What follows belongs to an exercise in optimizing a design on an open flow for small area, a short achievable clock period and few clock cycles per item; a production flow would make more cautious choices. No functional check of the RTL was part of this run. No activity file was given, so power comes from the tool's default toggle rates.

## design/flow/config.mk

```make
export PLATFORM = sky130hd
export DESIGN_NAME = ams_frame_encoder
export DESIGN_NICKNAME = ams_frame_encoder
export VERILOG_FILES = /design/flow/design.v
export SDC_FILE = /design/flow/constraint.sdc
export NUM_CORES = 4
export LEC_CHECK = 0
export CAP_MARGIN = 20
export CORE_MARGIN = 2
export CORE_UTILIZATION = 40
export CTS_CLUSTER_DIAMETER = 80
export CTS_CLUSTER_SIZE = 20
export SLEW_MARGIN = 20
```

## design/flow/constraint.sdc

```tcl
create_clock -name core_clock -period 10.0 [get_ports {clk}]
set_input_delay 2.0000 -clock core_clock [delete_from_list [all_inputs] [get_ports {clk}]]
set_output_delay 2.0000 -clock core_clock [all_outputs]
set_load 0.01 [all_outputs]
```

## design/flow/design.v

```verilog
module ams_frame_encoder (
    input  wire        clk,
    input  wire        rst,
    input  wire        in_valid,
    output wire        in_ready,
    input  wire        in_clear,
    input  wire        in_stream,      
    input  wire [15:0] in_year,
    input  wire [7:0]  in_month,
    input  wire [7:0]  in_day,
    input  wire [7:0]  in_wday,
    input  wire [7:0]  in_hour,
    input  wire [7:0]  in_minute,
    input  wire [7:0]  in_second,
    input  wire [31:0] in_p,
    input  wire [31:0] in_po,
    input  wire [31:0] in_q,
    input  wire [31:0] in_qo,
    input  wire [31:0] in_i1,
    input  wire [31:0] in_i2,
    input  wire [31:0] in_i3,
    input  wire [15:0] in_u1,
    input  wire [15:0] in_u2,
    input  wire [15:0] in_u3,
    input  wire [31:0] in_tpi,
    input  wire [31:0] in_tpo,
    input  wire [31:0] in_tqi,
    input  wire [31:0] in_tqo,
    output wire        out_valid,
    input  wire        out_ready,
    output wire [7:0]  out_data,
    output wire        out_last
);
    reg        v0, v1;
    reg [15:0] l0_y;
    reg [7:0]  l0_mo, l0_d, l0_w, l0_h, l0_mi;
    reg [4:0]  l0_q;
    reg [15:0] l1_y;
    reg [7:0]  l1_mo, l1_d, l1_w, l1_h;
    reg [4:0] sec_q;
    reg [7:0] l0_s;
    integer   ti;
    always @* begin
        sec_q = 5'd0;
        for (ti = 10; ti < 256; ti = ti + 10)
            if (in_second >= ti) sec_q = ti / 10;
    end
    always @* begin
        l0_s = 8'd0;
        for (ti = 1; ti < 26; ti = ti + 1)
            if (l0_q == ti) l0_s = ti * 10;
    end
    wire e0_a = v0 && ({in_year, in_month, in_day} == {l0_y, l0_mo, l0_d});
    wire e1_a = v1 && ({in_year, in_month, in_day} == {l1_y, l1_mo, l1_d});
    wire e0_b = {in_wday, in_hour, in_minute} == {l0_w, l0_h, l0_mi};
    wire e1_b = {in_wday, in_hour} == {l1_w, l1_h};
    wire e0_c = sec_q == l0_q;
    wire [4:0] n_pt = {e1_a, e1_b, e0_a, e0_b, e0_c};
    reg       in_rdy;
    reg       ld_rdy;          
    reg       act;             
    reg       c_str, c_clr;
    reg [4:0] c_pt;
    reg       p_v;             
    reg       p_str, p_clr;
    reg [4:0] p_pt;
    wire c_dup = c_str ? (c_pt[4] & c_pt[3]) : (&c_pt[2:0]);
    wire c_sgl = c_clr | c_dup;        
    wire c_sup = !c_clr & c_dup;       
    wire p_sgl = p_clr | (p_str ? (p_pt[4] & p_pt[3]) : (&p_pt[2:0]));
    assign in_ready = in_rdy;
    wire accept = in_valid && in_rdy;
    wire push = act && (!out_v || out_ready);
    reg  [8:0] pos;
    wire [4:0] blk  = pos[8:4];
    wire [3:0] off  = pos[3:0];
    wire       pre  = (pos[8:7] == 2'd0) && !(pos[6] && pos[5]);    
    wire       tr   = c_str ? (blk == 5'd22) : (blk == 5'd16);
    wire       mid  = c_str && (blk == 5'd16 || blk == 5'd17);
    wire       ent  = !pre && !tr && !mid;
    wire       u16  = (blk == 5'd13) || (blk == 5'd14) || (blk == 5'd15);
    wire       rd   = ent && off[3] && (off[2:0] != 3'd0);      
    wire       jump = (pre && pos[6:0] == 7'd92)
                   || (ent && (u16 ? off == 4'd10 : off == 4'd12))
                   || (mid && (pos[4:0] == 5'd9 || pos[4:0] == 5'd27));
    wire       p_dt = pre && (pos[6:2] == 5'd5 || pos[6:2] == 5'd6) &&
                      !(c_str && pos[6:1] == 6'd13);             
    wire       m_dt = mid && (pos[4:2] == 3'd4 || pos[4:1] == 4'd10);   
    wire       dt_w1 = mid ? pos[2] : ~pos[2];      
    wire       is_dt = p_dt || m_dt;
    wire [7:0] pre_c, mid_c;
    assign pre_c =
          ({8{pos[6:0] == 7'd1 &&  c_str}} & 8'h01) |
          ({8{pos[6:0] == 7'd2 && !c_str}} & 8'hD9) |
          ({8{pos[6:0] == 7'd2 &&  c_str}} & 8'h23) |
          ({8{pos[6:0] == 7'd3}} & 8'h7E) |
          ({8{pos[6:0] == 7'd4 && !c_str}} & 8'hA0) |
          ({8{pos[6:0] == 7'd4 &&  c_str}} & 8'hA1) |
          ({8{pos[6:0] == 7'd5 && !c_str}} & 8'hD7) |
          ({8{pos[6:0] == 7'd5 &&  c_str}} & 8'h21) |
          ({8{pos[6:0] == 7'd6}} & 8'h2B) |
          ({8{pos[6:0] == 7'd7}} & 8'h21) |
          ({8{pos[6:0] == 7'd8}} & 8'h13) |
          ({8{pos[6:0] == 7'd9 && !c_str}} & 8'h86) |
          ({8{pos[6:0] == 7'd9 &&  c_str}} & 8'h73) |
          ({8{pos[6:0] == 7'd10 && !c_str}} & 8'hB8) |
          ({8{pos[6:0] == 7'd10 &&  c_str}} & 8'h8F) |
          ({8{pos[6:0] == 7'd11}} & 8'hE6) |
          ({8{pos[6:0] == 7'd12}} & 8'hE7) |
          ({8{pos[6:0] == 7'd14}} & 8'h0F) |
          ({8{pos[6:0] == 7'd19}} & 8'h0C) |
          ({8{pos[6:0] == 7'd27 &&  c_str}} & 8'h37) |
          ({8{pos[6:0] == 7'd28}} & 8'hFF) |
          ({8{pos[6:0] == 7'd29}} & 8'h80) |
          ({8{pos[6:0] == 7'd32}} & 8'h02) |
          ({8{pos[6:0] == 7'd33 && !c_str}} & 8'h19) |
          ({8{pos[6:0] == 7'd33 &&  c_str}} & 8'h23) |
          ({8{pos[6:0] == 7'd34}} & 8'h0A) |
          ({8{pos[6:0] == 7'd35}} & 8'h0A) |
          ({8{pos[6:0] == 7'd36}} & 8'h54) |
          ({8{pos[6:0] == 7'd37}} & 8'h45) |
          ({8{pos[6:0] == 7'd38}} & 8'h53) |
          ({8{pos[6:0] == 7'd39}} & 8'h54) |
          ({8{pos[6:0] == 7'd40}} & 8'h5F) |
          ({8{pos[6:0] == 7'd41}} & 8'h56) |
          ({8{pos[6:0] == 7'd42}} & 8'h30) |
          ({8{pos[6:0] == 7'd43}} & 8'h30) |
          ({8{pos[6:0] == 7'd44}} & 8'h30) |
          ({8{pos[6:0] == 7'd45}} & 8'h31) |
          ({8{pos[6:0] == 7'd46}} & 8'h09) |
          ({8{pos[6:0] == 7'd47}} & 8'h06) |
          ({8{pos[6:0] == 7'd48}} & 8'h01) |
          ({8{pos[6:0] == 7'd49}} & 8'h01) |
          ({8{pos[6:0] == 7'd52}} & 8'h05) |
          ({8{pos[6:0] == 7'd53}} & 8'hFF) |
          ({8{pos[6:0] == 7'd54}} & 8'h0A) |
          ({8{pos[6:0] == 7'd55}} & 8'h10) |
          ({8{pos[6:0] == 7'd56}} & 8'h31) |
          ({8{pos[6:0] == 7'd57}} & 8'h32) |
          ({8{pos[6:0] == 7'd58}} & 8'h33) |
          ({8{pos[6:0] == 7'd59}} & 8'h34) |
          ({8{pos[6:0] == 7'd60}} & 8'h35) |
          ({8{pos[6:0] == 7'd61}} & 8'h36) |
          ({8{pos[6:0] == 7'd62}} & 8'h37) |
          ({8{pos[6:0] == 7'd63}} & 8'h38) |
          ({8{pos[6:0] == 7'd64}} & 8'h39) |
          ({8{pos[6:0] == 7'd65}} & 8'h30) |
          ({8{pos[6:0] == 7'd66}} & 8'h31) |
          ({8{pos[6:0] == 7'd67}} & 8'h32) |
          ({8{pos[6:0] == 7'd68}} & 8'h33) |
          ({8{pos[6:0] == 7'd69}} & 8'h34) |
          ({8{pos[6:0] == 7'd70}} & 8'h35) |
          ({8{pos[6:0] == 7'd71}} & 8'h36) |
          ({8{pos[6:0] == 7'd72}} & 8'h09) |
          ({8{pos[6:0] == 7'd73}} & 8'h06) |
          ({8{pos[6:0] == 7'd74}} & 8'h01) |
          ({8{pos[6:0] == 7'd75}} & 8'h01) |
          ({8{pos[6:0] == 7'd76}} & 8'h60) |
          ({8{pos[6:0] == 7'd77}} & 8'h01) |
          ({8{pos[6:0] == 7'd78}} & 8'h01) |
          ({8{pos[6:0] == 7'd79}} & 8'hFF) |
          ({8{pos[6:0] == 7'd80}} & 8'h0A) |
          ({8{pos[6:0] == 7'd81}} & 8'h0B) |
          ({8{pos[6:0] == 7'd82}} & 8'h54) |
          ({8{pos[6:0] == 7'd83}} & 8'h45) |
          ({8{pos[6:0] == 7'd84}} & 8'h53) |
          ({8{pos[6:0] == 7'd85}} & 8'h54) |
          ({8{pos[6:0] == 7'd86}} & 8'h4D) |
          ({8{pos[6:0] == 7'd87}} & 8'h45) |
          ({8{pos[6:0] == 7'd88}} & 8'h54) |
          ({8{pos[6:0] == 7'd89}} & 8'h45) |
          ({8{pos[6:0] == 7'd90}} & 8'h52) |
          ({8{pos[6:0] == 7'd91}} & 8'h30) |
          ({8{pos[6:0] == 7'd92}} & 8'h31) |
          8'h00;
    assign mid_c =
          ({8{pos[4:0] == 5'd0}} & 8'h09) |
          ({8{pos[4:0] == 5'd1}} & 8'h06) |
          ({8{pos[4:0] == 5'd3}} & 8'h01) |
          ({8{pos[4:0] == 5'd4}} & 8'h01) |
          ({8{pos[4:0] == 5'd7}} & 8'hFF) |
          ({8{pos[4:0] == 5'd8}} & 8'h09) |
          ({8{pos[4:0] == 5'd9}} & 8'h0C) |
          ({8{pos[4:0] == 5'd23}} & 8'h37) |
          ({8{pos[4:0] == 5'd24}} & 8'hFF) |
          ({8{pos[4:0] == 5'd25}} & 8'h80) |
          8'h00;
    wire [7:0] xc = ({8{blk == 5'd6  || blk == 5'd18}} & 8'h01)
                  | ({8{blk == 5'd7  || blk == 5'd19}} & 8'h02)
                  | ({8{blk == 5'd8  || blk == 5'd20}} & 8'h03)
                  | ({8{blk == 5'd9  || blk == 5'd21}} & 8'h04)
                  | ({8{blk == 5'd10}} & 8'h1F)
                  | ({8{blk == 5'd11}} & 8'h33)
                  | ({8{blk == 5'd12}} & 8'h47)
                  | ({8{blk == 5'd13}} & 8'h20)
                  | ({8{blk == 5'd14}} & 8'h34)
                  | ({8{blk == 5'd15}} & 8'h48);
    reg [399:0] ch;
    reg [31:0]  rw;
    integer     wi;
    always @* begin
        rw = 32'd0;
        for (wi = 0; wi < 7; wi = wi + 1)
            rw = rw | ({32{blk == 6 + wi}} & ch[399 - 32*wi -: 32]);
        rw = rw | ({32{blk == 5'd13}} & {ch[175:160], 16'd0});
        rw = rw | ({32{blk == 5'd14}} & {ch[159:144], 16'd0});
        rw = rw | ({32{blk == 5'd15}} & {ch[143:128], 16'd0});
        for (wi = 0; wi < 4; wi = wi + 1)
            rw = rw | ({32{blk == 18 + wi}} & ch[127 - 32*wi -: 32]);
        rw = rw | ({32{is_dt & ~dt_w1 & ~c_str}} & {l0_y, l0_mo, l0_d});
        rw = rw | ({32{is_dt &  dt_w1 & ~c_str}} & {l0_w, l0_h, l0_mi, l0_s});
        rw = rw | ({32{is_dt & ~dt_w1 &  c_str}} & {l1_y, l1_mo, l1_d});
        rw = rw | ({32{is_dt &  dt_w1 &  c_str}} & {l1_w, l1_h, 16'd0});
    end
    wire [1:0] bsel = is_dt ? off[1:0] : off[1:0] - 2'd1;
    wire [7:0] head = (bsel == 2'd0) ? rw[31:24] :
                      (bsel == 2'd1) ? rw[23:16] :
                      (bsel == 2'd2) ? rw[15:8]  : rw[7:0];
    wire [7:0] ent_b = ({8{off == 4'd0}} & 8'h09)
                     | ({8{off == 4'd1}} & 8'h06)
                     | ({8{off == 4'd2 || off == 4'd3}} & 8'h01)
                     | ({8{off == 4'd4}} & xc)
                     | ({8{off == 4'd5}} & (pos[8] ? 8'h08 : 8'h07))
                     | ({8{off == 4'd7}} & 8'hFF)
                     | ({8{off == 4'd8}} & (u16 ? 8'h12 : 8'h06))
                     | ({8{off[3] && off[2:0] != 3'd0}} & head);
    reg [15:0] crc;
    reg        crc_pend;
    wire [15:0] crc_upd;
    wire [15:0] crc_f = crc_pend ? crc_upd : crc;
    wire [7:0] byte_o = ({8{pre}} & pre_c)
                      | ({8{mid}} & mid_c)
                      | ({8{ent}} & ent_b)
                      | ({8{is_dt}} & head)
                      | ({8{tr & ~off[1] & ~off[0]}} & ~crc_f[7:0])
                      | ({8{tr & ~off[1] &  off[0]}} & ~crc[15:8])
                      | ({8{tr & off[1]}} & 8'h7E)
                      | {7'd0, (pos == 9'd0) & c_sup};
    wire cur_last = c_sgl || (tr && off[1]);
    wire cov      = (pos[8:2] != 7'd0) && !tr;     
    wire a_done   = push && cur_last;
    wire start_c  = accept && (!act || a_done);    
    function [15:0] crc16_byte;
        input [15:0] c_in;
        input [7:0]  d;
        integer k;
        reg [15:0] c;
        begin
            c = c_in ^ {8'h00, d};
            for (k = 0; k < 8; k = k + 1) begin
                if (c[0]) c = (c >> 1) ^ 16'h8408;
                else      c = c >> 1;
            end
            crc16_byte = c;
        end
    endfunction
    reg       out_v, out_l;
    reg [7:0] out_d;
    assign out_valid = out_v;
    assign out_data  = out_d;
    assign out_last  = out_l;
    reg [7:0] crc_d;           
    assign crc_upd = crc16_byte(crc, crc_d);
    always @(posedge clk) begin
        if (rst)
            out_v <= 1'b0;
        else if (!out_v || out_ready)
            out_v <= act;
        if (push) begin
            out_d <= byte_o;
            out_l <= cur_last;
        end
        if (push && cov)
            crc_d <= byte_o;
    end
    always @(posedge clk) begin
        if (rst) begin
            act    <= 1'b0;
            p_v    <= 1'b0;
            in_rdy <= 1'b1;
            ld_rdy <= 1'b1;
            v0     <= 1'b0;
            v1     <= 1'b0;
        end else begin
            if (start_c) begin
                act   <= 1'b1;
                c_str <= in_stream;
                c_clr <= in_clear;
                c_pt  <= n_pt;
            end else if (a_done) begin
                act   <= p_v;
                c_str <= p_str;
                c_clr <= p_clr;
                c_pt  <= p_pt;
            end
            if (accept && !start_c) begin
                p_v   <= 1'b1;
                p_str <= in_stream;
                p_clr <= in_clear;
                p_pt  <= n_pt;
            end else if (a_done) begin
                p_v <= 1'b0;
            end
            in_rdy <= !accept && (a_done ? (!p_v || p_sgl)
                                         : (!p_v && (!act || c_sgl || tr)));
            ld_rdy <= !accept && (!p_v || p_sgl) && (a_done || !act || c_sgl || tr);
            if (accept) begin
                if (in_clear) begin
                    v0 <= 1'b0;
                    v1 <= 1'b0;
                end else if (in_stream)
                    v1 <= 1'b1;
                else
                    v0 <= 1'b1;
            end
        end
    end
    always @(posedge clk) begin
        if (!act || a_done)
            pos <= 9'd0;
        else if (push)
            pos <= jump ? {blk + 5'd1, 4'd0} : pos + 9'd1;
    end
    always @(posedge clk) begin
        if (accept && !in_clear) begin
            if (in_stream) begin
                l1_y <= in_year; l1_mo <= in_month; l1_d <= in_day;
                l1_w <= in_wday; l1_h <= in_hour;
            end else begin
                l0_y <= in_year; l0_mo <= in_month; l0_d <= in_day;
                l0_w <= in_wday; l0_h <= in_hour; l0_mi <= in_minute;
                l0_q <= sec_q;
            end
        end
    end
    always @(posedge clk) begin
        if (ld_rdy)
            ch <= {in_p, in_po, in_q, in_qo, in_i1, in_i2, in_i3,
                   in_u1, in_u2, in_u3, in_tpi, in_tpo, in_tqi, in_tqo};
        crc_pend <= push && cov;
        if (!act || a_done)
            crc <= 16'hFFFF;
        else if (crc_pend)
            crc <= crc_upd;
    end
endmodule
```

## design/flow/flow/run.sh

```bash
#!/bin/bash
set -euo pipefail
export BUFFER_PORTS_ARGS="-buffer_cell sky130_fd_sc_hd__buf_1"
export SETUP_SLACK_MARGIN=6.6
bash standard.sh finish > standard_flow.log 2>&1
```

## design/flow/standard.sh

```bash
#!/bin/bash
# synth_recipe.tcl (not shown) runs the flow's synth.tcl, then flattens the netlist and writes it again
# the make line also repeats each setting of config.mk as NAME=value (left out here)
make -C /OpenROAD-flow-scripts/flow DESIGN_CONFIG=/design/flow/config.mk WORK_HOME=/design/flow/orfs CLKGATE_MAP_FILE= SYNTH_SCRIPT=/design/flow/synth_recipe.tcl "${@:-finish}"
```

==> flow_summary_export.csv <==
group,metric,value,unit
yosys,yosysWarnings,1,
sta,relSlewSlack,0.1935,
hold_path,worst_hold_path_type,"reg -> reg",
clock_network,root_buffer,"clkbuf_16",
clock_network,clk_latency,0.60,ns
sta,tns,0,ns
sta,slew_viol_final,0,
place,gp_congestion,0.9623,
clock_network,cts_made_buffers,37,
drt,vias,19210,
die,fp.coreArea,63200,um^2
power_and_ir_drop,cellPowerDensity,156.0,nW/um^2
drt,wirelength,96.01,mm
power_and_ir_drop,irDropWorstVdd,0.1642,mV
critical_path,r2r_end,"crc_d[6]",
clock_network,clk_pin_slew,0.08,ns
clock_network,clockBufferDepth,3,
final_layout,finalNetCount,2813,
hold_path,min_to,"crc[5]",
grt,grt_first_pass_wirelength,134.1,mm
die,die_x,257.1,um
critical_path,worstSetupPathType,"in -> reg",
sta,rsz0062_at_grt,"true",
critical_path,critPathMaxFanout,4,
yosys,synthCells,1876,
sta,fmax,287.0,MHz
yosys,async_flop_share,0,
grt,grtUsageTotal,0.2820,
die,rows,92,
sta,worst_pin_slew,1.210,ns
yosys,synth_nets,2356,
critical_path,crit_arrival,3.93,ns
place,post_dp_cell_area,28290,um^2
clock_network,cts-htree-levels,2,
critical_path,reg2reg_slack,6.53,ns
place,numPortBuffers,479,
sta,finalSetupViolCount,0,
drt,postRouteAntennaNets,0,
grt,antenna_found_initial,11,
hold_path,whs_path_depth,2,
yosys,syn_area,25620,um^2
drt,drt_iter0_drc,2609,
final_layout,drive_above_1_share,0.1152,
yosys,postSynthAreaPerCell,13.66,um^2
sta,fin_skew,0.05587,ns
drt,route.detailed.drc,0,
yosys,yosysUniqueCellTypes,95,
clock_network,cts_hold_buf,0,
hold_path,min-delay-start,"crc[5]",
critical_path,reg2reg_depth,9,
yosys,ys_ff_latch,573,
flow_run,max_cap_viol_count,0,
clock_network,cts_sinks,573,
grt,grt.overflow.total,0,
die,chipHeight,257.1,um
critical_path,critPathLaunchType,"primary input",
drt,dr.pass1.iters,8,
die,start_util,0.4055,
die,dieArea,66100,um^2
final_layout,finish.utilization,0.4784,
sta,hold_violations,0,
place,hpwl,70.12,mm
sta,finalCriticalPeriod,3.485,ns
final_layout,syn2layout_area_growth,17.99,%
power_and_ir_drop,p_leak,9.719,nW
critical_path,cp-end-kind,"flop",
clock_network,cts_tree,"built",
run_status,status,"timing/DRC/antenna clean",
grt,first_global_vias,18560,
yosys,seq_area_frac_synth,0.6586,
drt,viasPerCell,6.013,
final_layout,fin_area,30230,um^2
critical_path,worstPathRequired,10.44,ns
drt,wire_per_inst,30.05,um
sta,post-route-period-util,0.3485,
yosys,synth-edff-count,540,
die,ioPinCount,481,
critical_path,timing.rr.start,"pos[4]",
grt,grt_max_degree,196,
yosys,synth_ff_type,"edfxtp_1",
worst max-delay path by stage:
| stage | endpoint | startpoint | slack [ns] | depth (start not counted) |
|---|---|---|---|---|
| after global placement | out_d[6] | pos[4] | 5.27 | 7 |
| after global routing | crc_d[0] | pos[3] | 6.58 | 10 |
| after CTS | out_d[7] | pos[5] | 6.59 | 9 |
| after floorplan | l0_d[0] | in_valid | 6.01 | 2 |
| final | c_pt[2] | in_year[13] | 6.52 | 7 |
| after detailed placement | out_d[6] | pos[4] | 5.23 | 7 |
routing by layer:
| metal | global-route usage | up-vias | wire [um] |
|---|---|---|---|
| li1 | - | 8375 | - |
| met1 | 0.3774 | 9556 | 37790 |
| met2 | 0.4552 | 1112 | 45280 |
| met3 | 0.06472 | 158 | 9218 |
| met4 | 0.09060 | 10 | 3651 |
| met5 | 0 | - | 73 |
timing repair:
action	CTS	global route
hold endpoints to repair	0	0
gates resized for setup	90	44
pin swaps	13	13
setup endpoints to repair	65	33
gates cloned	2	0
setup buffers	18	17
where the power goes:
group / internal, mW / switching [mW] / leakage (nW)
clock: 0.701 / 0.815 / 0.512
sequential: 2.82 / 0.0674 / 5.67
combinational: 0.109 / 0.203 / 3.54
worst max-delay path, stage by stage:
cell and delay (ns):
buf_1 0.37, xor2_1 0.17, nor4_2 0.49, nand4_1 0.21, nor4_4 0.33, buf_4 0.20
mux2_2 0.15
layout by cell type, fill, tap and decap left out, drive strengths merged, types with 9 or more instances in the layout:
cell / instances
nand2: 119
nand3: 37
mux2: 20
nor4: 16
nand4: 46
a22oi: 100
a211oi: 16
o211ai: 10
a21oi: 69
a31oi: 22
a222oi: 35
ha: 10
dfxtp: 33
clkbuf: 43
a22o: 29
and3: 20
o22ai: 15
edfxtp: 540
or3: 9
nand2b: 9
and2: 11
nor3: 23
inv: 27
xnor2: 104
o21ai: 82
mux2i: 30
buf: 549
nor2: 65
xor2: 35
a221oi: 37
nor2b: 15
cell families after synthesis:
family,Yosys count,share of synthesized area
and+or+nand+nor,422,0.08917
xor gates and xnor gates,139,0.04781
DFF,573,0.6586
muxes,50,0.02051
adders and majority gates,12,0.005664
buffers and inverters,163,0.02881
AOI/OAI and AO/OA,517,0.1494
final cells by class:
cell class / instances / area, um^2
timing repair buffer: 552 / 2440
clock buffer: 40 / 958.4
antenna: 6 / 15.01
clock inverter: 9 / 95.09
timing repair inverter: 2 / 10.01
multi-input combinational: 1140 / 8645
sequential: 573 / 16900
tap: 846 / 1059
inverter: 27 / 113.9
fill: 5664 / 32960
metrics by stage:
step	cells	setup WS (ns)	hold WS (ns)	total power, mW
finish	3195	6.515	0.5332	4.715
detailed placement	3103	5.227	0.5201	3.235
CTS	3172	6.588	0.5436	4.726
global placement	3102	5.268	0.5103	3.222
floorplan	1876	6.011	0.4784	3.076
global route	3193	6.575	0.5595	4.858
sequential cells by signal, summed over array words and instances (netlist names), 5 cells and up:
register  cells
l0_mi         8
l1_h          8
crc_d         8
crc          16
ch          400
l1_mo         8
p_pt          5
l1_y         16
l0_q          5
l0_mo         8
l1_w          8
l1_d          8
pos           9
l0_w          8
out_d         8
l0_d          8
l0_y         16
c_pt          5
l0_h          8
cell usage after synthesis, types with 35 or more instances:
| cell | count | area, um^2 |
|---|---|---|
| edfxtp_1 | 540 | 16220 |
| nand4_1 | 46 | 287.8 |
| xor2_1 | 35 | 306.5 |
| a222oi_1 | 35 | 350.3 |
| nor2_1 | 64 | 240.2 |
| nand3_1 | 37 | 185.2 |
| clkbuf_1 | 69 | 259.0 |
| a21oi_1 | 69 | 345.3 |
| xnor2_1 | 103 | 902.1 |
| buf_2 | 44 | 220.2 |
| a221oi_1 | 36 | 315.3 |
| a22oi_1 | 100 | 750.7 |
| nand2_1 | 117 | 439.2 |
| o21ai_0 | 73 | 365.4 |

==> re-timing with driven ports <==
The flow's constraints put no driver on any port. The routed layout listed below was extracted and timed again, unchanged, in two steps. Step 1: set_driving_cell puts a clkbuf_16 on clk and a buf_2 on each other input, an assumption about the parent block. Step 2 times the ports against the registers' clock, not the clock port: input delays grow and output delays shrink by t, the midpoint of the rising clock arrivals with the driver on. a / b / c = no drivers / after step 1 / after step 2; a / b = the first two.
t (ns): 0.635
slack for setup (ns): 6.515 / 6.523 / 5.889
worst hold slack (ns): 0.533 / 0.533 / 0.533
slew at the worst register clock pin (ns): 0.09 / 0.09
cell pins on the clock port's net: 1
After both steps setup and hold are still met in this run. The setup slack of this run moves by +0.008 ns with the drivers and by -0.626 ns with both steps.
